Source: an optimization exercise on an open RTL-to-GDS flow (aim: small area). Production flows keep margins and buffers that such runs may drop.
In this exercise RTL edits were held to simulation tests only and were not proved equivalent to the original.
No activity file was given, so power comes from the tool's default toggle rates.

--- flow/config.mk ---
export PLATFORM = sky130hd
export DESIGN_NAME = rc5_decoder
export DESIGN_NICKNAME = rc5_decoder
export VERILOG_FILES = /design/flow/design.v
export SDC_FILE = /design/flow/constraint.sdc
export NUM_CORES = 4
export LEC_CHECK = 0
export CAP_MARGIN = 20
export CORE_MARGIN = 2
export CORE_UTILIZATION = 40
export SLEW_MARGIN = 20
export SYNTH_HIERARCHICAL = 1
export SYNTH_MINIMUM_KEEP_SIZE = 0
--- flow/constraint.sdc ---
create_clock -name core_clock -period 8.0 [get_ports {clk}]
set_input_delay 1.6000 -clock core_clock [delete_from_list [all_inputs] [get_ports {clk}]]
set_output_delay 1.6000 -clock core_clock [all_outputs]
set_load 0.01 [all_outputs]
--- flow/design.v ---
module rc5_decoder (
    input  wire        clk,
    input  wire        rst,           
    input  wire        req_valid,
    input  wire [35:0] req,
    input  wire [31:0] LOW_BOUND,
    input  wire [31:0] HIGH_BOUND,
    output wire [16:0] rsp,
    output wire        available,
    output wire        evt_en,
    output wire        tick_clr
);
    reg        p1, p0;
    reg [13:0] sh;
    wire [31:0] ticks = req[31:0];
    wire [15:0] w     = req[15:0];
    wire        o2    = req[35];
    wire        o1    = req[34];
    wire        o0    = req[33];
    wire [32:1] lc, hc;
    wire t_n0;
    rc5_inv   u_ti0 (.a(ticks[0]), .y(t_n0));
    rc5_nor2  u_lc0 (.a(t_n0), .b(LOW_BOUND[0]), .y(lc[1]));    
    rc5_nand2 u_hc0 (.a(t_n0), .b(HIGH_BOUND[0]), .y(hc[1]));    
    wire t_n1, l_nor1, l_nand1, h_nor1, h_nand1;
    rc5_inv   u_ti1 (.a(ticks[1]), .y(t_n1));
    rc5_nor2  u_lo1 (.a(t_n1), .b(LOW_BOUND[1]), .y(l_nor1));
    rc5_nand2 u_la1 (.a(t_n1), .b(LOW_BOUND[1]), .y(l_nand1));
    rc5_nor2  u_ho1 (.a(t_n1), .b(HIGH_BOUND[1]), .y(h_nor1));
    rc5_nand2 u_ha1 (.a(t_n1), .b(HIGH_BOUND[1]), .y(h_nand1));
    rc5_o21ai u_lc1 (.a1(l_nor1), .a2(lc[1]), .b1(l_nand1), .y(lc[2]));
    rc5_o21ai u_hc1 (.a1(h_nor1), .a2(hc[1]), .b1(h_nand1), .y(hc[2]));
    wire t_n2;
    rc5_inv   u_ti2 (.a(ticks[2]), .y(t_n2));
    rc5_maj3  u_lc2 (.a(t_n2), .b(LOW_BOUND[2]), .c(lc[2]), .y(lc[3]));
    rc5_maj3  u_hc2 (.a(t_n2), .b(HIGH_BOUND[2]), .c(hc[2]), .y(hc[3]));
    wire t_n3;
    rc5_inv   u_ti3 (.a(ticks[3]), .y(t_n3));
    rc5_maj3  u_lc3 (.a(t_n3), .b(LOW_BOUND[3]), .c(lc[3]), .y(lc[4]));
    rc5_maj3  u_hc3 (.a(t_n3), .b(HIGH_BOUND[3]), .c(hc[3]), .y(hc[4]));
    wire t_n4;
    rc5_inv   u_ti4 (.a(ticks[4]), .y(t_n4));
    rc5_maj3  u_lc4 (.a(t_n4), .b(LOW_BOUND[4]), .c(lc[4]), .y(lc[5]));
    rc5_maj3  u_hc4 (.a(t_n4), .b(HIGH_BOUND[4]), .c(hc[4]), .y(hc[5]));
    wire lb_n5, hb_n5, l_and5, l_or5, h_and5, h_or5;
    rc5_inv   u_li5 (.a(LOW_BOUND[5]), .y(lb_n5));
    rc5_inv   u_hi5 (.a(HIGH_BOUND[5]), .y(hb_n5));
    rc5_nor2  u_la5 (.a(ticks[5]), .b(lb_n5), .y(l_and5));
    rc5_nand2 u_lo5 (.a(ticks[5]), .b(lb_n5), .y(l_or5));
    rc5_nor2  u_ha5 (.a(ticks[5]), .b(hb_n5), .y(h_and5));
    rc5_nand2 u_ho5 (.a(ticks[5]), .b(hb_n5), .y(h_or5));
    rc5_o21ai u_lc5 (.a1(l_and5), .a2(lc[5]), .b1(l_or5), .y(lc[6]));
    rc5_o21ai u_hc5 (.a1(h_and5), .a2(hc[5]), .b1(h_or5), .y(hc[6]));
    wire t_n6, l_nor6, l_nand6, h_nor6, h_nand6;
    rc5_inv   u_ti6 (.a(ticks[6]), .y(t_n6));
    rc5_nor2  u_lo6 (.a(t_n6), .b(LOW_BOUND[6]), .y(l_nor6));
    rc5_nand2 u_la6 (.a(t_n6), .b(LOW_BOUND[6]), .y(l_nand6));
    rc5_nor2  u_ho6 (.a(t_n6), .b(HIGH_BOUND[6]), .y(h_nor6));
    rc5_nand2 u_ha6 (.a(t_n6), .b(HIGH_BOUND[6]), .y(h_nand6));
    rc5_o21ai u_lc6 (.a1(l_nor6), .a2(lc[6]), .b1(l_nand6), .y(lc[7]));
    rc5_o21ai u_hc6 (.a1(h_nor6), .a2(hc[6]), .b1(h_nand6), .y(hc[7]));
    wire lb_n7, hb_n7, l_and7, l_or7, h_and7, h_or7;
    rc5_inv   u_li7 (.a(LOW_BOUND[7]), .y(lb_n7));
    rc5_inv   u_hi7 (.a(HIGH_BOUND[7]), .y(hb_n7));
    rc5_nor2  u_la7 (.a(ticks[7]), .b(lb_n7), .y(l_and7));
    rc5_nand2 u_lo7 (.a(ticks[7]), .b(lb_n7), .y(l_or7));
    rc5_nor2  u_ha7 (.a(ticks[7]), .b(hb_n7), .y(h_and7));
    rc5_nand2 u_ho7 (.a(ticks[7]), .b(hb_n7), .y(h_or7));
    rc5_o21ai u_lc7 (.a1(l_and7), .a2(lc[7]), .b1(l_or7), .y(lc[8]));
    rc5_o21ai u_hc7 (.a1(h_and7), .a2(hc[7]), .b1(h_or7), .y(hc[8]));
    wire t_n8, l_nor8, l_nand8, h_nor8, h_nand8;
    rc5_inv   u_ti8 (.a(ticks[8]), .y(t_n8));
    rc5_nor2  u_lo8 (.a(t_n8), .b(LOW_BOUND[8]), .y(l_nor8));
    rc5_nand2 u_la8 (.a(t_n8), .b(LOW_BOUND[8]), .y(l_nand8));
    rc5_nor2  u_ho8 (.a(t_n8), .b(HIGH_BOUND[8]), .y(h_nor8));
    rc5_nand2 u_ha8 (.a(t_n8), .b(HIGH_BOUND[8]), .y(h_nand8));
    rc5_o21ai u_lc8 (.a1(l_nor8), .a2(lc[8]), .b1(l_nand8), .y(lc[9]));
    rc5_o21ai u_hc8 (.a1(h_nor8), .a2(hc[8]), .b1(h_nand8), .y(hc[9]));
    wire lb_n9, hb_n9, l_and9, l_or9, h_and9, h_or9;
    rc5_inv   u_li9 (.a(LOW_BOUND[9]), .y(lb_n9));
    rc5_inv   u_hi9 (.a(HIGH_BOUND[9]), .y(hb_n9));
    rc5_nor2  u_la9 (.a(ticks[9]), .b(lb_n9), .y(l_and9));
    rc5_nand2 u_lo9 (.a(ticks[9]), .b(lb_n9), .y(l_or9));
    rc5_nor2  u_ha9 (.a(ticks[9]), .b(hb_n9), .y(h_and9));
    rc5_nand2 u_ho9 (.a(ticks[9]), .b(hb_n9), .y(h_or9));
    rc5_o21ai u_lc9 (.a1(l_and9), .a2(lc[9]), .b1(l_or9), .y(lc[10]));
    rc5_o21ai u_hc9 (.a1(h_and9), .a2(hc[9]), .b1(h_or9), .y(hc[10]));
    wire t_n10, l_nor10, l_nand10, h_nor10, h_nand10;
    rc5_inv   u_ti10 (.a(ticks[10]), .y(t_n10));
    rc5_nor2  u_lo10 (.a(t_n10), .b(LOW_BOUND[10]), .y(l_nor10));
    rc5_nand2 u_la10 (.a(t_n10), .b(LOW_BOUND[10]), .y(l_nand10));
    rc5_nor2  u_ho10 (.a(t_n10), .b(HIGH_BOUND[10]), .y(h_nor10));
    rc5_nand2 u_ha10 (.a(t_n10), .b(HIGH_BOUND[10]), .y(h_nand10));
    rc5_o21ai u_lc10 (.a1(l_nor10), .a2(lc[10]), .b1(l_nand10), .y(lc[11]));
    rc5_o21ai u_hc10 (.a1(h_nor10), .a2(hc[10]), .b1(h_nand10), .y(hc[11]));
    wire lb_n11, hb_n11, l_and11, l_or11, h_and11, h_or11;
    rc5_inv   u_li11 (.a(LOW_BOUND[11]), .y(lb_n11));
    rc5_inv   u_hi11 (.a(HIGH_BOUND[11]), .y(hb_n11));
    rc5_nor2  u_la11 (.a(ticks[11]), .b(lb_n11), .y(l_and11));
    rc5_nand2 u_lo11 (.a(ticks[11]), .b(lb_n11), .y(l_or11));
    rc5_nor2  u_ha11 (.a(ticks[11]), .b(hb_n11), .y(h_and11));
    rc5_nand2 u_ho11 (.a(ticks[11]), .b(hb_n11), .y(h_or11));
    rc5_o21ai u_lc11 (.a1(l_and11), .a2(lc[11]), .b1(l_or11), .y(lc[12]));
    rc5_o21ai u_hc11 (.a1(h_and11), .a2(hc[11]), .b1(h_or11), .y(hc[12]));
    wire t_n12, l_nor12, l_nand12, h_nor12, h_nand12;
    rc5_inv   u_ti12 (.a(ticks[12]), .y(t_n12));
    rc5_nor2  u_lo12 (.a(t_n12), .b(LOW_BOUND[12]), .y(l_nor12));
    rc5_nand2 u_la12 (.a(t_n12), .b(LOW_BOUND[12]), .y(l_nand12));
    rc5_nor2  u_ho12 (.a(t_n12), .b(HIGH_BOUND[12]), .y(h_nor12));
    rc5_nand2 u_ha12 (.a(t_n12), .b(HIGH_BOUND[12]), .y(h_nand12));
    rc5_o21ai u_lc12 (.a1(l_nor12), .a2(lc[12]), .b1(l_nand12), .y(lc[13]));
    rc5_o21ai u_hc12 (.a1(h_nor12), .a2(hc[12]), .b1(h_nand12), .y(hc[13]));
    wire lb_n13, hb_n13, l_and13, l_or13, h_and13, h_or13;
    rc5_inv   u_li13 (.a(LOW_BOUND[13]), .y(lb_n13));
    rc5_inv   u_hi13 (.a(HIGH_BOUND[13]), .y(hb_n13));
    rc5_nor2  u_la13 (.a(ticks[13]), .b(lb_n13), .y(l_and13));
    rc5_nand2 u_lo13 (.a(ticks[13]), .b(lb_n13), .y(l_or13));
    rc5_nor2  u_ha13 (.a(ticks[13]), .b(hb_n13), .y(h_and13));
    rc5_nand2 u_ho13 (.a(ticks[13]), .b(hb_n13), .y(h_or13));
    rc5_o21ai u_lc13 (.a1(l_and13), .a2(lc[13]), .b1(l_or13), .y(lc[14]));
    rc5_o21ai u_hc13 (.a1(h_and13), .a2(hc[13]), .b1(h_or13), .y(hc[14]));
    wire t_n14, l_nor14, l_nand14, h_nor14, h_nand14;
    rc5_inv   u_ti14 (.a(ticks[14]), .y(t_n14));
    rc5_nor2  u_lo14 (.a(t_n14), .b(LOW_BOUND[14]), .y(l_nor14));
    rc5_nand2 u_la14 (.a(t_n14), .b(LOW_BOUND[14]), .y(l_nand14));
    rc5_nor2  u_ho14 (.a(t_n14), .b(HIGH_BOUND[14]), .y(h_nor14));
    rc5_nand2 u_ha14 (.a(t_n14), .b(HIGH_BOUND[14]), .y(h_nand14));
    rc5_o21ai u_lc14 (.a1(l_nor14), .a2(lc[14]), .b1(l_nand14), .y(lc[15]));
    rc5_o21ai u_hc14 (.a1(h_nor14), .a2(hc[14]), .b1(h_nand14), .y(hc[15]));
    wire lb_n15, hb_n15, l_and15, l_or15, h_and15, h_or15;
    rc5_inv   u_li15 (.a(LOW_BOUND[15]), .y(lb_n15));
    rc5_inv   u_hi15 (.a(HIGH_BOUND[15]), .y(hb_n15));
    rc5_nor2  u_la15 (.a(ticks[15]), .b(lb_n15), .y(l_and15));
    rc5_nand2 u_lo15 (.a(ticks[15]), .b(lb_n15), .y(l_or15));
    rc5_nor2  u_ha15 (.a(ticks[15]), .b(hb_n15), .y(h_and15));
    rc5_nand2 u_ho15 (.a(ticks[15]), .b(hb_n15), .y(h_or15));
    rc5_o21ai u_lc15 (.a1(l_and15), .a2(lc[15]), .b1(l_or15), .y(lc[16]));
    rc5_o21ai u_hc15 (.a1(h_and15), .a2(hc[15]), .b1(h_or15), .y(hc[16]));
    wire t_n16, l_nor16, l_nand16, h_nor16, h_nand16;
    rc5_inv   u_ti16 (.a(ticks[16]), .y(t_n16));
    rc5_nor2  u_lo16 (.a(t_n16), .b(LOW_BOUND[16]), .y(l_nor16));
    rc5_nand2 u_la16 (.a(t_n16), .b(LOW_BOUND[16]), .y(l_nand16));
    rc5_nor2  u_ho16 (.a(t_n16), .b(HIGH_BOUND[16]), .y(h_nor16));
    rc5_nand2 u_ha16 (.a(t_n16), .b(HIGH_BOUND[16]), .y(h_nand16));
    rc5_o21ai u_lc16 (.a1(l_nor16), .a2(lc[16]), .b1(l_nand16), .y(lc[17]));
    rc5_o21ai u_hc16 (.a1(h_nor16), .a2(hc[16]), .b1(h_nand16), .y(hc[17]));
    wire lb_n17, hb_n17, l_and17, l_or17, h_and17, h_or17;
    rc5_inv   u_li17 (.a(LOW_BOUND[17]), .y(lb_n17));
    rc5_inv   u_hi17 (.a(HIGH_BOUND[17]), .y(hb_n17));
    rc5_nor2  u_la17 (.a(ticks[17]), .b(lb_n17), .y(l_and17));
    rc5_nand2 u_lo17 (.a(ticks[17]), .b(lb_n17), .y(l_or17));
    rc5_nor2  u_ha17 (.a(ticks[17]), .b(hb_n17), .y(h_and17));
    rc5_nand2 u_ho17 (.a(ticks[17]), .b(hb_n17), .y(h_or17));
    rc5_o21ai u_lc17 (.a1(l_and17), .a2(lc[17]), .b1(l_or17), .y(lc[18]));
    rc5_o21ai u_hc17 (.a1(h_and17), .a2(hc[17]), .b1(h_or17), .y(hc[18]));
    wire t_n18, l_nor18, l_nand18, h_nor18, h_nand18;
    rc5_inv   u_ti18 (.a(ticks[18]), .y(t_n18));
    rc5_nor2  u_lo18 (.a(t_n18), .b(LOW_BOUND[18]), .y(l_nor18));
    rc5_nand2 u_la18 (.a(t_n18), .b(LOW_BOUND[18]), .y(l_nand18));
    rc5_nor2  u_ho18 (.a(t_n18), .b(HIGH_BOUND[18]), .y(h_nor18));
    rc5_nand2 u_ha18 (.a(t_n18), .b(HIGH_BOUND[18]), .y(h_nand18));
    rc5_o21ai u_lc18 (.a1(l_nor18), .a2(lc[18]), .b1(l_nand18), .y(lc[19]));
    rc5_o21ai u_hc18 (.a1(h_nor18), .a2(hc[18]), .b1(h_nand18), .y(hc[19]));
    wire lb_n19, hb_n19, l_and19, l_or19, h_and19, h_or19;
    rc5_inv   u_li19 (.a(LOW_BOUND[19]), .y(lb_n19));
    rc5_inv   u_hi19 (.a(HIGH_BOUND[19]), .y(hb_n19));
    rc5_nor2  u_la19 (.a(ticks[19]), .b(lb_n19), .y(l_and19));
    rc5_nand2 u_lo19 (.a(ticks[19]), .b(lb_n19), .y(l_or19));
    rc5_nor2  u_ha19 (.a(ticks[19]), .b(hb_n19), .y(h_and19));
    rc5_nand2 u_ho19 (.a(ticks[19]), .b(hb_n19), .y(h_or19));
    rc5_o21ai u_lc19 (.a1(l_and19), .a2(lc[19]), .b1(l_or19), .y(lc[20]));
    rc5_o21ai u_hc19 (.a1(h_and19), .a2(hc[19]), .b1(h_or19), .y(hc[20]));
    wire t_n20, l_nor20, l_nand20, h_nor20, h_nand20;
    rc5_inv   u_ti20 (.a(ticks[20]), .y(t_n20));
    rc5_nor2  u_lo20 (.a(t_n20), .b(LOW_BOUND[20]), .y(l_nor20));
    rc5_nand2 u_la20 (.a(t_n20), .b(LOW_BOUND[20]), .y(l_nand20));
    rc5_nor2  u_ho20 (.a(t_n20), .b(HIGH_BOUND[20]), .y(h_nor20));
    rc5_nand2 u_ha20 (.a(t_n20), .b(HIGH_BOUND[20]), .y(h_nand20));
    rc5_o21ai u_lc20 (.a1(l_nor20), .a2(lc[20]), .b1(l_nand20), .y(lc[21]));
    rc5_o21ai u_hc20 (.a1(h_nor20), .a2(hc[20]), .b1(h_nand20), .y(hc[21]));
    wire lb_n21, hb_n21, l_and21, l_or21, h_and21, h_or21;
    rc5_inv   u_li21 (.a(LOW_BOUND[21]), .y(lb_n21));
    rc5_inv   u_hi21 (.a(HIGH_BOUND[21]), .y(hb_n21));
    rc5_nor2  u_la21 (.a(ticks[21]), .b(lb_n21), .y(l_and21));
    rc5_nand2 u_lo21 (.a(ticks[21]), .b(lb_n21), .y(l_or21));
    rc5_nor2  u_ha21 (.a(ticks[21]), .b(hb_n21), .y(h_and21));
    rc5_nand2 u_ho21 (.a(ticks[21]), .b(hb_n21), .y(h_or21));
    rc5_o21ai u_lc21 (.a1(l_and21), .a2(lc[21]), .b1(l_or21), .y(lc[22]));
    rc5_o21ai u_hc21 (.a1(h_and21), .a2(hc[21]), .b1(h_or21), .y(hc[22]));
    wire t_n22, l_nor22, l_nand22, h_nor22, h_nand22;
    rc5_inv   u_ti22 (.a(ticks[22]), .y(t_n22));
    rc5_nor2  u_lo22 (.a(t_n22), .b(LOW_BOUND[22]), .y(l_nor22));
    rc5_nand2 u_la22 (.a(t_n22), .b(LOW_BOUND[22]), .y(l_nand22));
    rc5_nor2  u_ho22 (.a(t_n22), .b(HIGH_BOUND[22]), .y(h_nor22));
    rc5_nand2 u_ha22 (.a(t_n22), .b(HIGH_BOUND[22]), .y(h_nand22));
    rc5_o21ai u_lc22 (.a1(l_nor22), .a2(lc[22]), .b1(l_nand22), .y(lc[23]));
    rc5_o21ai u_hc22 (.a1(h_nor22), .a2(hc[22]), .b1(h_nand22), .y(hc[23]));
    wire lb_n23, hb_n23, l_and23, l_or23, h_and23, h_or23;
    rc5_inv   u_li23 (.a(LOW_BOUND[23]), .y(lb_n23));
    rc5_inv   u_hi23 (.a(HIGH_BOUND[23]), .y(hb_n23));
    rc5_nor2  u_la23 (.a(ticks[23]), .b(lb_n23), .y(l_and23));
    rc5_nand2 u_lo23 (.a(ticks[23]), .b(lb_n23), .y(l_or23));
    rc5_nor2  u_ha23 (.a(ticks[23]), .b(hb_n23), .y(h_and23));
    rc5_nand2 u_ho23 (.a(ticks[23]), .b(hb_n23), .y(h_or23));
    rc5_o21ai u_lc23 (.a1(l_and23), .a2(lc[23]), .b1(l_or23), .y(lc[24]));
    rc5_o21ai u_hc23 (.a1(h_and23), .a2(hc[23]), .b1(h_or23), .y(hc[24]));
    wire t_n24, l_nor24, l_nand24, h_nor24, h_nand24;
    rc5_inv   u_ti24 (.a(ticks[24]), .y(t_n24));
    rc5_nor2  u_lo24 (.a(t_n24), .b(LOW_BOUND[24]), .y(l_nor24));
    rc5_nand2 u_la24 (.a(t_n24), .b(LOW_BOUND[24]), .y(l_nand24));
    rc5_nor2  u_ho24 (.a(t_n24), .b(HIGH_BOUND[24]), .y(h_nor24));
    rc5_nand2 u_ha24 (.a(t_n24), .b(HIGH_BOUND[24]), .y(h_nand24));
    rc5_o21ai u_lc24 (.a1(l_nor24), .a2(lc[24]), .b1(l_nand24), .y(lc[25]));
    rc5_o21ai u_hc24 (.a1(h_nor24), .a2(hc[24]), .b1(h_nand24), .y(hc[25]));
    wire lb_n25, hb_n25, l_and25, l_or25, h_and25, h_or25;
    rc5_inv   u_li25 (.a(LOW_BOUND[25]), .y(lb_n25));
    rc5_inv   u_hi25 (.a(HIGH_BOUND[25]), .y(hb_n25));
    rc5_nor2  u_la25 (.a(ticks[25]), .b(lb_n25), .y(l_and25));
    rc5_nand2 u_lo25 (.a(ticks[25]), .b(lb_n25), .y(l_or25));
    rc5_nor2  u_ha25 (.a(ticks[25]), .b(hb_n25), .y(h_and25));
    rc5_nand2 u_ho25 (.a(ticks[25]), .b(hb_n25), .y(h_or25));
    rc5_o21ai u_lc25 (.a1(l_and25), .a2(lc[25]), .b1(l_or25), .y(lc[26]));
    rc5_o21ai u_hc25 (.a1(h_and25), .a2(hc[25]), .b1(h_or25), .y(hc[26]));
    wire t_n26, l_nor26, l_nand26, h_nor26, h_nand26;
    rc5_inv   u_ti26 (.a(ticks[26]), .y(t_n26));
    rc5_nor2  u_lo26 (.a(t_n26), .b(LOW_BOUND[26]), .y(l_nor26));
    rc5_nand2 u_la26 (.a(t_n26), .b(LOW_BOUND[26]), .y(l_nand26));
    rc5_nor2  u_ho26 (.a(t_n26), .b(HIGH_BOUND[26]), .y(h_nor26));
    rc5_nand2 u_ha26 (.a(t_n26), .b(HIGH_BOUND[26]), .y(h_nand26));
    rc5_o21ai u_lc26 (.a1(l_nor26), .a2(lc[26]), .b1(l_nand26), .y(lc[27]));
    rc5_o21ai u_hc26 (.a1(h_nor26), .a2(hc[26]), .b1(h_nand26), .y(hc[27]));
    wire lb_n27, hb_n27, l_and27, l_or27, h_and27, h_or27;
    rc5_inv   u_li27 (.a(LOW_BOUND[27]), .y(lb_n27));
    rc5_inv   u_hi27 (.a(HIGH_BOUND[27]), .y(hb_n27));
    rc5_nor2  u_la27 (.a(ticks[27]), .b(lb_n27), .y(l_and27));
    rc5_nand2 u_lo27 (.a(ticks[27]), .b(lb_n27), .y(l_or27));
    rc5_nor2  u_ha27 (.a(ticks[27]), .b(hb_n27), .y(h_and27));
    rc5_nand2 u_ho27 (.a(ticks[27]), .b(hb_n27), .y(h_or27));
    rc5_o21ai u_lc27 (.a1(l_and27), .a2(lc[27]), .b1(l_or27), .y(lc[28]));
    rc5_o21ai u_hc27 (.a1(h_and27), .a2(hc[27]), .b1(h_or27), .y(hc[28]));
    wire t_n28, l_nor28, l_nand28, h_nor28, h_nand28;
    rc5_inv   u_ti28 (.a(ticks[28]), .y(t_n28));
    rc5_nor2  u_lo28 (.a(t_n28), .b(LOW_BOUND[28]), .y(l_nor28));
    rc5_nand2 u_la28 (.a(t_n28), .b(LOW_BOUND[28]), .y(l_nand28));
    rc5_nor2  u_ho28 (.a(t_n28), .b(HIGH_BOUND[28]), .y(h_nor28));
    rc5_nand2 u_ha28 (.a(t_n28), .b(HIGH_BOUND[28]), .y(h_nand28));
    rc5_o21ai u_lc28 (.a1(l_nor28), .a2(lc[28]), .b1(l_nand28), .y(lc[29]));
    rc5_o21ai u_hc28 (.a1(h_nor28), .a2(hc[28]), .b1(h_nand28), .y(hc[29]));
    wire lb_n29, hb_n29, l_and29, l_or29, h_and29, h_or29;
    rc5_inv   u_li29 (.a(LOW_BOUND[29]), .y(lb_n29));
    rc5_inv   u_hi29 (.a(HIGH_BOUND[29]), .y(hb_n29));
    rc5_nor2  u_la29 (.a(ticks[29]), .b(lb_n29), .y(l_and29));
    rc5_nand2 u_lo29 (.a(ticks[29]), .b(lb_n29), .y(l_or29));
    rc5_nor2  u_ha29 (.a(ticks[29]), .b(hb_n29), .y(h_and29));
    rc5_nand2 u_ho29 (.a(ticks[29]), .b(hb_n29), .y(h_or29));
    rc5_o21ai u_lc29 (.a1(l_and29), .a2(lc[29]), .b1(l_or29), .y(lc[30]));
    rc5_o21ai u_hc29 (.a1(h_and29), .a2(hc[29]), .b1(h_or29), .y(hc[30]));
    wire t_n30, l_nor30, l_nand30, h_nor30, h_nand30;
    rc5_inv   u_ti30 (.a(ticks[30]), .y(t_n30));
    rc5_nor2  u_lo30 (.a(t_n30), .b(LOW_BOUND[30]), .y(l_nor30));
    rc5_nand2 u_la30 (.a(t_n30), .b(LOW_BOUND[30]), .y(l_nand30));
    rc5_nor2  u_ho30 (.a(t_n30), .b(HIGH_BOUND[30]), .y(h_nor30));
    rc5_nand2 u_ha30 (.a(t_n30), .b(HIGH_BOUND[30]), .y(h_nand30));
    rc5_o21ai u_lc30 (.a1(l_nor30), .a2(lc[30]), .b1(l_nand30), .y(lc[31]));
    rc5_o21ai u_hc30 (.a1(h_nor30), .a2(hc[30]), .b1(h_nand30), .y(hc[31]));
    wire lb_n31, hb_n31, l_and31, l_or31, h_and31, h_or31;
    rc5_inv   u_li31 (.a(LOW_BOUND[31]), .y(lb_n31));
    rc5_inv   u_hi31 (.a(HIGH_BOUND[31]), .y(hb_n31));
    rc5_nor2  u_la31 (.a(ticks[31]), .b(lb_n31), .y(l_and31));
    rc5_nand2 u_lo31 (.a(ticks[31]), .b(lb_n31), .y(l_or31));
    rc5_nor2  u_ha31 (.a(ticks[31]), .b(hb_n31), .y(h_and31));
    rc5_nand2 u_ho31 (.a(ticks[31]), .b(hb_n31), .y(h_or31));
    rc5_o21ai u_lc31 (.a1(l_and31), .a2(lc[31]), .b1(l_or31), .y(lc[32]));
    rc5_o21ai u_hc31 (.a1(h_and31), .a2(hc[31]), .b1(h_or31), .y(hc[32]));
    wire is_long;
    rc5_nor2b u_long (.a(hc[32]), .b(lc[32]), .y(is_long));    
    wire en, x10, nd, deliver, arm_n;
    rc5_or2    u_en   (.a(p1), .b(p0), .y(en));                        
    rc5_xor2   u_x10  (.a(o1), .b(o0), .y(x10));
    rc5_nand3  u_nd   (.a(req_valid), .b(x10), .c(en), .y(nd));
    rc5_nor3   u_dlv  (.a(nd), .b(o2), .c(rst), .y(deliver));
    assign tick_clr = deliver;
    rc5_nand4b u_arm  (.a(o2), .b(req_valid), .c(o1), .d(o0), .y(arm_n));  
    wire eL, eP;
    rc5_mux2   u_el   (.s(o0), .a1(is_long), .a0(req[1]), .y(eL));
    rc5_mux2   u_ep   (.s(o0), .a1(req[32]), .a0(req[0]), .y(eP));
    wire nb, y_bad, p0_n, m_err, err, emit, d_a, d_b, done;
    rc5_xor2   u_nb   (.a(sh[0]), .b(p0), .y(nb));                     
    rc5_xnor2  u_ybad (.a(eP), .b(nb), .y(y_bad));                     
    rc5_inv    u_p0n  (.a(p0), .y(p0_n));
    rc5_maj3   u_merr (.a(eL), .b(sh[13]), .c(p0_n), .y(m_err));       
    rc5_or2    u_err  (.a(y_bad), .b(m_err), .y(err));
    rc5_or2    u_emit (.a(p0_n), .b(eL), .y(emit));
    rc5_nor2b  u_da   (.a(nb), .b(sh[12]), .y(d_a));                   
    rc5_and2   u_db   (.a(sh[0]), .b(sh[13]), .y(d_b));                
    rc5_mux2   u_done (.s(emit), .a1(d_a), .a0(d_b), .y(done));
    wire ed, p1_d, p1_m_n, z, p0_d, p0_m_n, p1_nx, p0_nx;
    rc5_or2    u_ed   (.a(err), .b(done), .y(ed));
    rc5_nand2  u_p1d  (.a(p1), .b(ed), .y(p1_d));                      
    rc5_mux2i  u_p1m  (.s(deliver), .a1(p1_d), .a0(p1), .y(p1_m_n));
    rc5_nor3b  u_p1n  (.a(rst), .b(p1_m_n), .c(arm_n), .y(p1_nx));
    rc5_nor2b  u_z    (.a(done), .b(emit), .y(z));                     
    rc5_or3b   u_p0d  (.a(err), .b(z), .c(p1), .y(p0_d));              
    rc5_mux2i  u_p0m  (.s(deliver), .a1(p0_d), .a0(p0), .y(p0_m_n));
    rc5_a21oi  u_p0n2 (.a1(arm_n), .a2(p0_m_n), .b1(rst), .y(p0_nx));    
    wire p1_n, sft, hold, hold13, nbit;
    rc5_inv    u_p1n2 (.a(p1), .y(p1_n));
    rc5_and3   u_sft  (.a(deliver), .b(p1), .c(emit), .y(sft));
    rc5_o21ai  u_hold (.a1(p1_n), .a2(emit), .b1(deliver), .y(hold));    
    rc5_nor2b  u_h13  (.a(rst), .b(hold), .y(hold13));                 
    rc5_or2    u_nbit (.a(p1_n), .b(nb), .y(nbit));                    
    wire [13:0] sh_nx;
    genvar k;
    generate
        for (k = 1; k < 13; k = k + 1) begin : g_sh
            rc5_a22o u_sh (.a1(sft), .a2(sh[k-1]), .b1(hold), .b2(sh[k]), .y(sh_nx[k]));
        end
    endgenerate
    rc5_mux2 u_sh0  (.s(hold), .a1(sh[0]), .a0(nbit), .y(sh_nx[0]));
    rc5_a22o u_sh13 (.a1(sft), .a2(sh[12]), .b1(hold13), .b2(sh[13]), .y(sh_nx[13]));
    always @(posedge clk) begin
        p1 <= p1_nx;
        p0 <= p0_nx;
        sh <= sh_nx;
    end
    wire g_n, g, avail, avail_n, take, xcmd, xtog, xaddr;
    rc5_nand3b u_gn   (.a(rst), .b(req_valid), .c(o2), .y(g_n));       
    rc5_inv    u_g    (.a(g_n), .y(g));
    rc5_nor2b  u_av   (.a(en), .b(sh[13]), .y(avail));
    rc5_nand2b u_avn  (.a(en), .b(sh[13]), .y(avail_n));
    rc5_nor4   u_take (.a(o1), .b(o0), .c(g_n), .d(avail_n), .y(take));
    rc5_and3b  u_xc   (.a(o1), .b(g), .c(o0), .y(xcmd));
    rc5_and3b  u_xt   (.a(o0), .b(g), .c(o1), .y(xtog));
    rc5_and3   u_xa   (.a(g), .b(o1), .c(o0), .y(xaddr));
    assign available = avail;
    assign evt_en    = en;
    rc5_o31a   u_r16  (.a1(o1), .a2(o0), .a3(avail), .b1(g), .y(rsp[16]));
    assign rsp[15:14] = 2'b00;
    generate
        for (k = 6; k < 14; k = k + 1) begin : g_rw
            rc5_and2 u_r (.a(take), .b(sh[k]), .y(rsp[k]));
        end
        for (k = 1; k < 5; k = k + 1) begin : g_rc
            wire r_n;
            rc5_a222oi u_r (.a1(take), .a2(sh[k]), .b1(xcmd), .b2(w[k]), .c1(xaddr), .c2(w[k+6]), .y(r_n));
            rc5_inv    u_i (.a(r_n), .y(rsp[k]));
        end
    endgenerate
    rc5_a22o   u_r5  (.a1(take), .a2(sh[5]), .b1(xcmd), .b2(w[5]), .y(rsp[5]));
    wire r0_a, r0_b;
    rc5_a22oi  u_r0a (.a1(take), .a2(sh[0]), .b1(xcmd), .b2(w[0]), .y(r0_a));
    rc5_a22oi  u_r0b (.a1(xtog), .a2(w[11]), .b1(xaddr), .b2(w[6]), .y(r0_b));
    rc5_nand2  u_r0  (.a(r0_a), .b(r0_b), .y(rsp[0]));
endmodule
module rc5_inv    (input wire a, output wire y);                          assign y = ~a;                  endmodule
module rc5_nand2  (input wire a, input wire b, output wire y);            assign y = ~(a & b);            endmodule
module rc5_nor2   (input wire a, input wire b, output wire y);            assign y = ~(a | b);            endmodule
module rc5_and2   (input wire a, input wire b, output wire y);            assign y = a & b;               endmodule
module rc5_or2    (input wire a, input wire b, output wire y);            assign y = a | b;               endmodule
module rc5_xor2   (input wire a, input wire b, output wire y);            assign y = a ^ b;               endmodule
module rc5_xnor2  (input wire a, input wire b, output wire y);            assign y = ~(a ^ b);            endmodule
module rc5_nor2b  (input wire a, input wire b, output wire y);            assign y = ~a & b;              endmodule
module rc5_nand2b (input wire a, input wire b, output wire y);            assign y = a | ~b;              endmodule
module rc5_nand3  (input wire a, input wire b, input wire c, output wire y); assign y = ~(a & b & c);     endmodule
module rc5_nor3   (input wire a, input wire b, input wire c, output wire y); assign y = ~(a | b | c);     endmodule
module rc5_and3   (input wire a, input wire b, input wire c, output wire y); assign y = a & b & c;        endmodule
module rc5_and3b  (input wire a, input wire b, input wire c, output wire y); assign y = ~a & b & c;       endmodule
module rc5_nand3b (input wire a, input wire b, input wire c, output wire y); assign y = ~(~a & b & c);    endmodule
module rc5_nor3b  (input wire a, input wire b, input wire c, output wire y); assign y = ~a & ~b & c;      endmodule
module rc5_or3b   (input wire a, input wire b, input wire c, output wire y); assign y = a | b | ~c;       endmodule
module rc5_maj3   (input wire a, input wire b, input wire c, output wire y); assign y = (a & b) | (c & (a | b)); endmodule
module rc5_nor4   (input wire a, input wire b, input wire c, input wire d, output wire y); assign y = ~(a | b | c | d); endmodule
module rc5_nand4b (input wire a, input wire b, input wire c, input wire d, output wire y); assign y = ~(~a & b & c & d); endmodule
module rc5_mux2   (input wire s, input wire a1, input wire a0, output wire y); assign y = s ? a1 : a0;     endmodule
module rc5_mux2i  (input wire s, input wire a1, input wire a0, output wire y); assign y = ~(s ? a1 : a0);  endmodule
module rc5_o21ai  (input wire a1, input wire a2, input wire b1, output wire y); assign y = ~((a1 | a2) & b1); endmodule
module rc5_a21oi  (input wire a1, input wire a2, input wire b1, output wire y); assign y = ~((a1 & a2) | b1); endmodule
module rc5_o31a   (input wire a1, input wire a2, input wire a3, input wire b1, output wire y);
    assign y = (a1 | a2 | a3) & b1;
endmodule
module rc5_a22o   (input wire a1, input wire a2, input wire b1, input wire b2, output wire y);
    assign y = (a1 & a2) | (b1 & b2);
endmodule
module rc5_a22oi  (input wire a1, input wire a2, input wire b1, input wire b2, output wire y);
    assign y = ~((a1 & a2) | (b1 & b2));
endmodule
module rc5_a222oi (input wire a1, input wire a2, input wire b1, input wire b2,
                   input wire c1, input wire c2, output wire y);
    assign y = ~((a1 & a2) | (b1 & b2) | (c1 & c2));
endmodule
--- flow/flow/run.sh ---
#!/bin/bash
# The standard layout (standard.sh, standard synthesis script), with:
#  * DONT_USE_CELLS: the platform's list plus the larger drive strengths of
#    the logic cells (flow/dont_use.txt), so that synthesis maps the
#    single-gate modules of the RTL to the smallest cells;
#  * port buffers of the smallest buffer cell (buf_1) instead of the cell
#    buffer_ports picks by default;
#  * a clock tree of clkbuf_4 cells, one sink cluster and no dummy loads.
# The whole output of the flow goes to standard_flow.log; ORFS keeps each
# step's log under orfs/logs/.
set -euo pipefail
here=$(cd "$(dirname "$0")" && pwd)
DONT_USE=$(cat "$here/dont_use.txt")
CTS="-sink_clustering_enable -repair_clock_nets -dont_use_dummy_load"
CTS="$CTS -buf_list sky130_fd_sc_hd__clkbuf_4 -root_buf sky130_fd_sc_hd__clkbuf_4"
CTS="$CTS -sink_clustering_buffer sky130_fd_sc_hd__clkbuf_4"
CTS="$CTS -sink_clustering_size 30 -sink_clustering_max_diameter 300"
bash standard.sh "DONT_USE_CELLS=$DONT_USE" \
    "BUFFER_PORTS_ARGS=-buffer_cell sky130_fd_sc_hd__buf_1" \
    "CTS_ARGS=$CTS" finish > standard_flow.log 2>&1
--- flow/flow/dont_use.txt ---
sky130_fd_sc_hd__probe_p_8 sky130_fd_sc_hd__probec_p_8 sky130_fd_sc_hd__lpflow_bleeder_1 sky130_fd_sc_hd__lpflow_bleeder_1 sky130_fd_sc_hd__lpflow_clkbufkapwr_1 sky130_fd_sc_hd__lpflow_clkbufkapwr_16 sky130_fd_sc_hd__lpflow_clkbufkapwr_2 sky130_fd_sc_hd__lpflow_clkbufkapwr_4 sky130_fd_sc_hd__lpflow_clkbufkapwr_8 sky130_fd_sc_hd__lpflow_clkinvkapwr_1 sky130_fd_sc_hd__lpflow_clkinvkapwr_16 sky130_fd_sc_hd__lpflow_clkinvkapwr_2 sky130_fd_sc_hd__lpflow_clkinvkapwr_4 sky130_fd_sc_hd__lpflow_clkinvkapwr_8 sky130_fd_sc_hd__lpflow_decapkapwr_12 sky130_fd_sc_hd__lpflow_decapkapwr_3 sky130_fd_sc_hd__lpflow_decapkapwr_4 sky130_fd_sc_hd__lpflow_decapkapwr_6 sky130_fd_sc_hd__lpflow_decapkapwr_8 sky130_fd_sc_hd__lpflow_inputiso0n_1 sky130_fd_sc_hd__lpflow_inputiso0p_1 sky130_fd_sc_hd__lpflow_inputiso1n_1 sky130_fd_sc_hd__lpflow_inputiso1p_1 sky130_fd_sc_hd__lpflow_inputisolatch_1 sky130_fd_sc_hd__lpflow_isobufsrc_1 sky130_fd_sc_hd__lpflow_isobufsrc_16 sky130_fd_sc_hd__lpflow_isobufsrc_2 sky130_fd_sc_hd__lpflow_isobufsrc_4 sky130_fd_sc_hd__lpflow_isobufsrc_8 sky130_fd_sc_hd__lpflow_isobufsrckapwr_16 sky130_fd_sc_hd__lpflow_lsbuf_lh_hl_isowell_tap_1 sky130_fd_sc_hd__lpflow_lsbuf_lh_hl_isowell_tap_2 sky130_fd_sc_hd__lpflow_lsbuf_lh_hl_isowell_tap_4 sky130_fd_sc_hd__lpflow_lsbuf_lh_isowell_4 sky130_fd_sc_hd__lpflow_lsbuf_lh_isowell_tap_1 sky130_fd_sc_hd__lpflow_lsbuf_lh_isowell_tap_2 sky130_fd_sc_hd__lpflow_lsbuf_lh_isowell_tap_4  sky130_fd_sc_hd__a2111o_2 sky130_fd_sc_hd__a2111o_4 sky130_fd_sc_hd__a2111oi_2 sky130_fd_sc_hd__a2111oi_4 sky130_fd_sc_hd__a211o_2 sky130_fd_sc_hd__a211o_4 sky130_fd_sc_hd__a211oi_2 sky130_fd_sc_hd__a211oi_4 sky130_fd_sc_hd__a21bo_2 sky130_fd_sc_hd__a21bo_4 sky130_fd_sc_hd__a21boi_2 sky130_fd_sc_hd__a21boi_4 sky130_fd_sc_hd__a21o_2 sky130_fd_sc_hd__a21o_4 sky130_fd_sc_hd__a21oi_2 sky130_fd_sc_hd__a21oi_4 sky130_fd_sc_hd__a221o_2 sky130_fd_sc_hd__a221o_4 sky130_fd_sc_hd__a221oi_2 sky130_fd_sc_hd__a221oi_4 sky130_fd_sc_hd__a22o_2 sky130_fd_sc_hd__a22o_4 sky130_fd_sc_hd__a22oi_2 sky130_fd_sc_hd__a22oi_4 sky130_fd_sc_hd__a2bb2o_2 sky130_fd_sc_hd__a2bb2o_4 sky130_fd_sc_hd__a2bb2oi_2 sky130_fd_sc_hd__a2bb2oi_4 sky130_fd_sc_hd__a311o_2 sky130_fd_sc_hd__a311o_4 sky130_fd_sc_hd__a311oi_2 sky130_fd_sc_hd__a311oi_4 sky130_fd_sc_hd__a31o_2 sky130_fd_sc_hd__a31o_4 sky130_fd_sc_hd__a31oi_2 sky130_fd_sc_hd__a31oi_4 sky130_fd_sc_hd__a32o_2 sky130_fd_sc_hd__a32o_4 sky130_fd_sc_hd__a32oi_2 sky130_fd_sc_hd__a32oi_4 sky130_fd_sc_hd__a41o_2 sky130_fd_sc_hd__a41o_4 sky130_fd_sc_hd__a41oi_2 sky130_fd_sc_hd__a41oi_4 sky130_fd_sc_hd__and2_2 sky130_fd_sc_hd__and2_4 sky130_fd_sc_hd__and2b_2 sky130_fd_sc_hd__and2b_4 sky130_fd_sc_hd__and3_2 sky130_fd_sc_hd__and3_4 sky130_fd_sc_hd__and3b_2 sky130_fd_sc_hd__and3b_4 sky130_fd_sc_hd__and4_2 sky130_fd_sc_hd__and4_4 sky130_fd_sc_hd__and4b_2 sky130_fd_sc_hd__and4b_4 sky130_fd_sc_hd__and4bb_2 sky130_fd_sc_hd__and4bb_4 sky130_fd_sc_hd__dfbbn_2 sky130_fd_sc_hd__dfrbp_2 sky130_fd_sc_hd__dfrtp_2 sky130_fd_sc_hd__dfrtp_4 sky130_fd_sc_hd__dfsbp_2 sky130_fd_sc_hd__dfstp_2 sky130_fd_sc_hd__dfstp_4 sky130_fd_sc_hd__dlclkp_2 sky130_fd_sc_hd__dlclkp_4 sky130_fd_sc_hd__dlrbn_2 sky130_fd_sc_hd__dlrbp_2 sky130_fd_sc_hd__dlrtn_2 sky130_fd_sc_hd__dlrtn_4 sky130_fd_sc_hd__dlrtp_2 sky130_fd_sc_hd__dlrtp_4 sky130_fd_sc_hd__dlxbn_2 sky130_fd_sc_hd__dlxtn_2 sky130_fd_sc_hd__dlxtn_4 sky130_fd_sc_hd__ebufn_2 sky130_fd_sc_hd__ebufn_4 sky130_fd_sc_hd__ebufn_8 sky130_fd_sc_hd__einvn_2 sky130_fd_sc_hd__einvn_4 sky130_fd_sc_hd__einvn_8 sky130_fd_sc_hd__einvp_2 sky130_fd_sc_hd__einvp_4 sky130_fd_sc_hd__einvp_8 sky130_fd_sc_hd__fa_2 sky130_fd_sc_hd__fa_4 sky130_fd_sc_hd__ha_2 sky130_fd_sc_hd__ha_4 sky130_fd_sc_hd__inv_12 sky130_fd_sc_hd__inv_16 sky130_fd_sc_hd__inv_2 sky130_fd_sc_hd__inv_4 sky130_fd_sc_hd__inv_6 sky130_fd_sc_hd__inv_8 sky130_fd_sc_hd__maj3_2 sky130_fd_sc_hd__maj3_4 sky130_fd_sc_hd__mux2_2 sky130_fd_sc_hd__mux2_4 sky130_fd_sc_hd__mux2_8 sky130_fd_sc_hd__mux2i_2 sky130_fd_sc_hd__mux2i_4 sky130_fd_sc_hd__mux4_2 sky130_fd_sc_hd__mux4_4 sky130_fd_sc_hd__nand2_2 sky130_fd_sc_hd__nand2_4 sky130_fd_sc_hd__nand2_8 sky130_fd_sc_hd__nand2b_2 sky130_fd_sc_hd__nand2b_4 sky130_fd_sc_hd__nand3_2 sky130_fd_sc_hd__nand3_4 sky130_fd_sc_hd__nand3b_2 sky130_fd_sc_hd__nand3b_4 sky130_fd_sc_hd__nand4_2 sky130_fd_sc_hd__nand4_4 sky130_fd_sc_hd__nand4b_2 sky130_fd_sc_hd__nand4b_4 sky130_fd_sc_hd__nand4bb_2 sky130_fd_sc_hd__nand4bb_4 sky130_fd_sc_hd__nor2_2 sky130_fd_sc_hd__nor2_4 sky130_fd_sc_hd__nor2_8 sky130_fd_sc_hd__nor2b_2 sky130_fd_sc_hd__nor2b_4 sky130_fd_sc_hd__nor3_2 sky130_fd_sc_hd__nor3_4 sky130_fd_sc_hd__nor3b_2 sky130_fd_sc_hd__nor3b_4 sky130_fd_sc_hd__nor4_2 sky130_fd_sc_hd__nor4_4 sky130_fd_sc_hd__nor4b_2 sky130_fd_sc_hd__nor4b_4 sky130_fd_sc_hd__nor4bb_2 sky130_fd_sc_hd__nor4bb_4 sky130_fd_sc_hd__o2111a_2 sky130_fd_sc_hd__o2111a_4 sky130_fd_sc_hd__o2111ai_2 sky130_fd_sc_hd__o2111ai_4 sky130_fd_sc_hd__o211a_2 sky130_fd_sc_hd__o211a_4 sky130_fd_sc_hd__o211ai_2 sky130_fd_sc_hd__o211ai_4 sky130_fd_sc_hd__o21a_2 sky130_fd_sc_hd__o21a_4 sky130_fd_sc_hd__o21ai_2 sky130_fd_sc_hd__o21ai_4 sky130_fd_sc_hd__o21ba_2 sky130_fd_sc_hd__o21ba_4 sky130_fd_sc_hd__o21bai_2 sky130_fd_sc_hd__o21bai_4 sky130_fd_sc_hd__o221a_2 sky130_fd_sc_hd__o221a_4 sky130_fd_sc_hd__o221ai_2 sky130_fd_sc_hd__o221ai_4 sky130_fd_sc_hd__o22a_2 sky130_fd_sc_hd__o22a_4 sky130_fd_sc_hd__o22ai_2 sky130_fd_sc_hd__o22ai_4 sky130_fd_sc_hd__o2bb2a_2 sky130_fd_sc_hd__o2bb2a_4 sky130_fd_sc_hd__o2bb2ai_2 sky130_fd_sc_hd__o2bb2ai_4 sky130_fd_sc_hd__o311a_2 sky130_fd_sc_hd__o311a_4 sky130_fd_sc_hd__o311ai_2 sky130_fd_sc_hd__o311ai_4 sky130_fd_sc_hd__o31a_2 sky130_fd_sc_hd__o31a_4 sky130_fd_sc_hd__o31ai_2 sky130_fd_sc_hd__o31ai_4 sky130_fd_sc_hd__o32a_2 sky130_fd_sc_hd__o32a_4 sky130_fd_sc_hd__o32ai_2 sky130_fd_sc_hd__o32ai_4 sky130_fd_sc_hd__o41a_2 sky130_fd_sc_hd__o41a_4 sky130_fd_sc_hd__o41ai_2 sky130_fd_sc_hd__o41ai_4 sky130_fd_sc_hd__or2_2 sky130_fd_sc_hd__or2_4 sky130_fd_sc_hd__or2b_2 sky130_fd_sc_hd__or2b_4 sky130_fd_sc_hd__or3_2 sky130_fd_sc_hd__or3_4 sky130_fd_sc_hd__or3b_2 sky130_fd_sc_hd__or3b_4 sky130_fd_sc_hd__or4_2 sky130_fd_sc_hd__or4_4 sky130_fd_sc_hd__or4b_2 sky130_fd_sc_hd__or4b_4 sky130_fd_sc_hd__or4bb_2 sky130_fd_sc_hd__or4bb_4 sky130_fd_sc_hd__sdfbbn_2 sky130_fd_sc_hd__sdfrbp_2 sky130_fd_sc_hd__sdfrtp_2 sky130_fd_sc_hd__sdfrtp_4 sky130_fd_sc_hd__sdfsbp_2 sky130_fd_sc_hd__sdfstp_2 sky130_fd_sc_hd__sdfstp_4 sky130_fd_sc_hd__sdfxbp_2 sky130_fd_sc_hd__sdfxtp_2 sky130_fd_sc_hd__sdfxtp_4 sky130_fd_sc_hd__sdlclkp_2 sky130_fd_sc_hd__sdlclkp_4 sky130_fd_sc_hd__sedfxbp_2 sky130_fd_sc_hd__sedfxtp_2 sky130_fd_sc_hd__sedfxtp_4 sky130_fd_sc_hd__xnor2_2 sky130_fd_sc_hd__xnor2_4 sky130_fd_sc_hd__xnor3_2 sky130_fd_sc_hd__xnor3_4 sky130_fd_sc_hd__xor2_2 sky130_fd_sc_hd__xor2_4 sky130_fd_sc_hd__xor3_2 sky130_fd_sc_hd__xor3_4
--- flow/standard.sh ---
#!/bin/bash
# synth_recipe.tcl (not shown) runs the flow's synth.tcl, then flattens the netlist and writes it again
# the make line also repeats each setting of config.mk as NAME=value (left out here)
make -C /OpenROAD-flow-scripts/flow DESIGN_CONFIG=/design/flow/config.mk WORK_HOME=/design/flow/orfs CLKGATE_MAP_FILE= SYNTH_SCRIPT=/design/flow/synth_recipe.tcl "${@:-finish}"
==> notes.md <==
-- sequential cells by signal (all words and copies together), names as in the netlist --
| name | cells |
|---|---|
| p0 | 1 |
| p1 | 1 |
| sh | 14 |
-- synth_stat cells, types with 2 or more instances --
library cell | number | share of area
nor2b_1 | 5 | 0.017
buf_4 | 2 | 0.0083
maj3_1 | 7 | 0.039
inv_1 | 53 | 0.11
o21ai_1 | 57 | 0.16
mux2i_1 | 2 | 0.011
and2_1 | 9 | 0.031
or2_1 | 5 | 0.017
nor2_1 | 57 | 0.12
and3_1 | 2 | 0.0069
nand2_1 | 59 | 0.12
and3b_1 | 2 | 0.0097
a22o_1 | 14 | 0.068
mux2_1 | 4 | 0.025
xor2_1 | 2 | 0.0097
dfxtp_1 | 16 | 0.18
a22oi_1 | 2 | 0.0083
a222oi_1 | 4 | 0.022
-- per-module statistics from Yosys, one instance, submodules excluded, a selection --
module | times used | area [um2]
rc5_a22o | 14 | 8.76
rc5_nand2b | 1 | 6.26
rc5_o31a | 1 | 8.76
rc5_and3b | 2 | 8.76
rc5_or2 | 5 | 6.26
rc5_decoder | 1 | 339
rc5_o21ai | 57 | 5.00
rc5_inv | 53 | 3.75
rc5_xor2 | 2 | 8.76
rc5_nor3b | 1 | 7.51
rc5_nor4 | 1 | 6.26
rc5_nand3 | 1 | 5.00
-- layout make-up --
| class | instances | area share |
|---|---|---|
| clock buffer | 3 | 0.00955 |
| inverter | 53 | 0.0844 |
| multi-input combinational | 244 | 0.545 |
| sequential | 16 | 0.136 |
| tap | 52 | 0.0276 |
| timing repair buffer | 122 | 0.198 |
-- worst max path at each step --
stage / cells past startpoint / slack [ns] / to / startpoint
global route: 42 / 0.009 / p1 / req[1]
detailed placement: 42 / 0.23 / p1 / req[1]
floorplan: 38 / 0.93 / sh[0] / req[1]
CTS: 42 / 0.46 / p1 / req[1]
global placement: 41 / 0.14 / p0 / req[1]
finish: 42 / 0.73 / p1 / req[1]
-- through the flow --
stage               power [mW]  hold slack, ns  instance area [um2]
floorplan                0.134           0.454                 1820
global placement         0.166           0.478                 2330
detailed placement       0.166           0.480                 2330
CTS                      0.205           0.506                 2360
global route             0.223           0.523                 2360
finish                   0.202           0.506                 2360
-- critical path: cells and delay by family --
| kind | cells | cell delay (ns) |
|---|---|---|
| buffers and inverters | 2 | 0.20 |
| muxes | 3 | 0.70 |
| adders and majority gates | 3 | 1.08 |
| and+or+nand+nor | 6 | 0.90 |
| AOI/OAI and AO/OA | 28 | 2.97 |
-- logic make-up (layout without fill, tap and decap cells) --
kind of cell / Yosys count / count (layout) / synth area share
xor gates and xnor gates: 3 / 3 / 0.0145
muxes: 6 / 6 / 0.0358
AOI/OAI and AO/OA: 79 / 79 / 0.263
other: 1 / 2 / 0.00207
adders and majority gates: 7 / 7 / 0.0386
buffers and inverters: 55 / 178 / 0.118
DFF: 16 / 16 / 0.176
and+or+nand+nor: 147 / 147 / 0.352
-- power breakdown --
part	total, mW	leakage [nW]	internal [mW]	switching (mW)
combinational	0.0815	0.964	0.0373	0.0442
clock	0.0381	0.0138	0.0174	0.0207
sequential	0.0824	0.129	0.0808	0.00165
total	0.202	1.11	0.135	0.0666
-- routing by layer --
metal | wire, um | part of all wire | vias up | GRT usage
li1 | - | - | 1271 | -
met1 | 2260 | 0.44 | 947 | 0.264
met2 | 2490 | 0.48 | 70 | 0.369
met3 | 331 | 0.064 | 8 | 0.0127
met4 | 80 | 0.015 | 0 | 0.0629
met5 | 0 | 0 | - | 0
==> metrics.csv <==
metric;value;unit
NumNets Final;543;
H-tree depth;1;
commonest non-fill, non-tap cells in the layout;buf_1 (119), nand2_1 (59), nor2_1 (57), o21ai_1 (57), inv_1 (53);
worst skew pair latency;0.27;ns
Num CTS Buffers;3;
vias;2296;
synth warn;7;
vias in the first global route;2129;
Slew @ Worst Pin;0.609;ns
Tcrit/Tclk final;0.909;
CP required;8.17;ns
hold endpoint;sh[11];
fmax;137;MHz
starting density of the core;0.417;
row count;24;
worst vdd ir;0.0945;mV
Place WS;0.230;ns
unrepaired setup endpoints after global routing;no;
commonest non-fill, non-tap cell in the layout;buf_1;
setup slack, reg-to-reg;6.00;ns
RR Startpoint;p0;
crit path capture type;flip-flop;
fin util;0.542;
post-CTS sizing;0;
Seq/Total Area, Yosys;0.176;
Root Buffer;clkbuf_4;
r2r endpoint;sh[12];
routed vias/inst;4.69;
clk sinks;16;
die height;71.4;um
number of synthesized register bits;16;
gr usage total;0.206;
R2R depth;5;
Layout fillers;491;
Fin Clk Skew;0.0141;ns
Port Buffers;120;
initial antenna violation count;0;
Antenna Nets Post-Route;0;
post-synthesis cell count;314;
fin crit period;7.27;ns
EDFF count, synth;0;
Crit-path slowest cell;maj3_1;
async set-reset flop share out of synthesis;0;
status;no timing/DRC/antenna violations;
Core Region;4350;um2
P_leak;1.11;nW
final slew viol count;0;
Hold Crit Depth;1;
# setup viols final;0;
setup ws final;0.726;ns
1st-iter DRT viols;83;
hpwl dp;4.48;mm
global-route wire length before repair;8.89;mm
Syn-to-layout area delta;29.9;%
Ports;123;
Crit Path Class;input pin to flip-flop;
Post-CTS Hold Buffers;0;
largest net degree at the start of global routing;15;
CTS tree;yes;
PD cells;85.7;nW/um2
TritonRoute pass-1 iters;5;
Post-CTS Setup Bufs;0;
Worst path most repeated cell;o21ai_1;
min-delay src;sh[11];
final wirelength;5.16;mm
layout cell share with drive strength beyond 1;0.0137;
predominant post-synthesis flop cell;dfxtp_1;
Clock Tree Buf Depth;2;
max-cap viol count;0;
Avg WL per Cell;10.5;um
overflow left after global routing;0;
delay of the slowest critical-path stage;0.37;ns
Antenna Cells;0;
Multi-input gate area;1280;um2
final setup TNS;0;ns
fin cells;490;
Final Wtd Congestion;0.900;
Rel. slew slack;0.591;
CTS clock-pin slew for the worst setup and hold paths;0.07;ns
crit path DAT;7.45;ns
final hold violations;0;
Die Wd;71.4;um
drt drc;0;
worst-path fanout max;4;
number of distinct library cells after synthesis;30;
placed insts;487;
die area;5090;um2
Worst setup SP type;input pin;
Reg area;320;um2
worst hold path class;flip-flop to flip-flop;
Syn Std Cell Area;1820;um2
Syn Area/Cell;5.78;um2

-- what the ideal ports hide --
The flow's constraints put no driver on any port. The routed layout listed below was extracted and timed again, unchanged, in two steps.
Step 1, drivers: a clkbuf_16 drives clk and a buf_2 each remaining input, both assumed.
Step 2 also shifts input and output timing later by t, the mid clock arrival at the registers, as if the neighbouring blocks saw the same clock.
Three values: ideal ports, drivers, drivers and shift; two values: the first two.
shift t [ns]: 0.284
setup slack, ns: 0.726 / 0.721 / 0.437
clock arrival spread, ns: 0.014 / 0.014
slew at the worst register clock pin (ns): 0.09 / 0.09
pins driven straight from the clock port: 1
After both steps this run still meets setup and hold. The setup slack of this run moves by -0.005 ns with the drivers and by -0.289 ns with both steps.
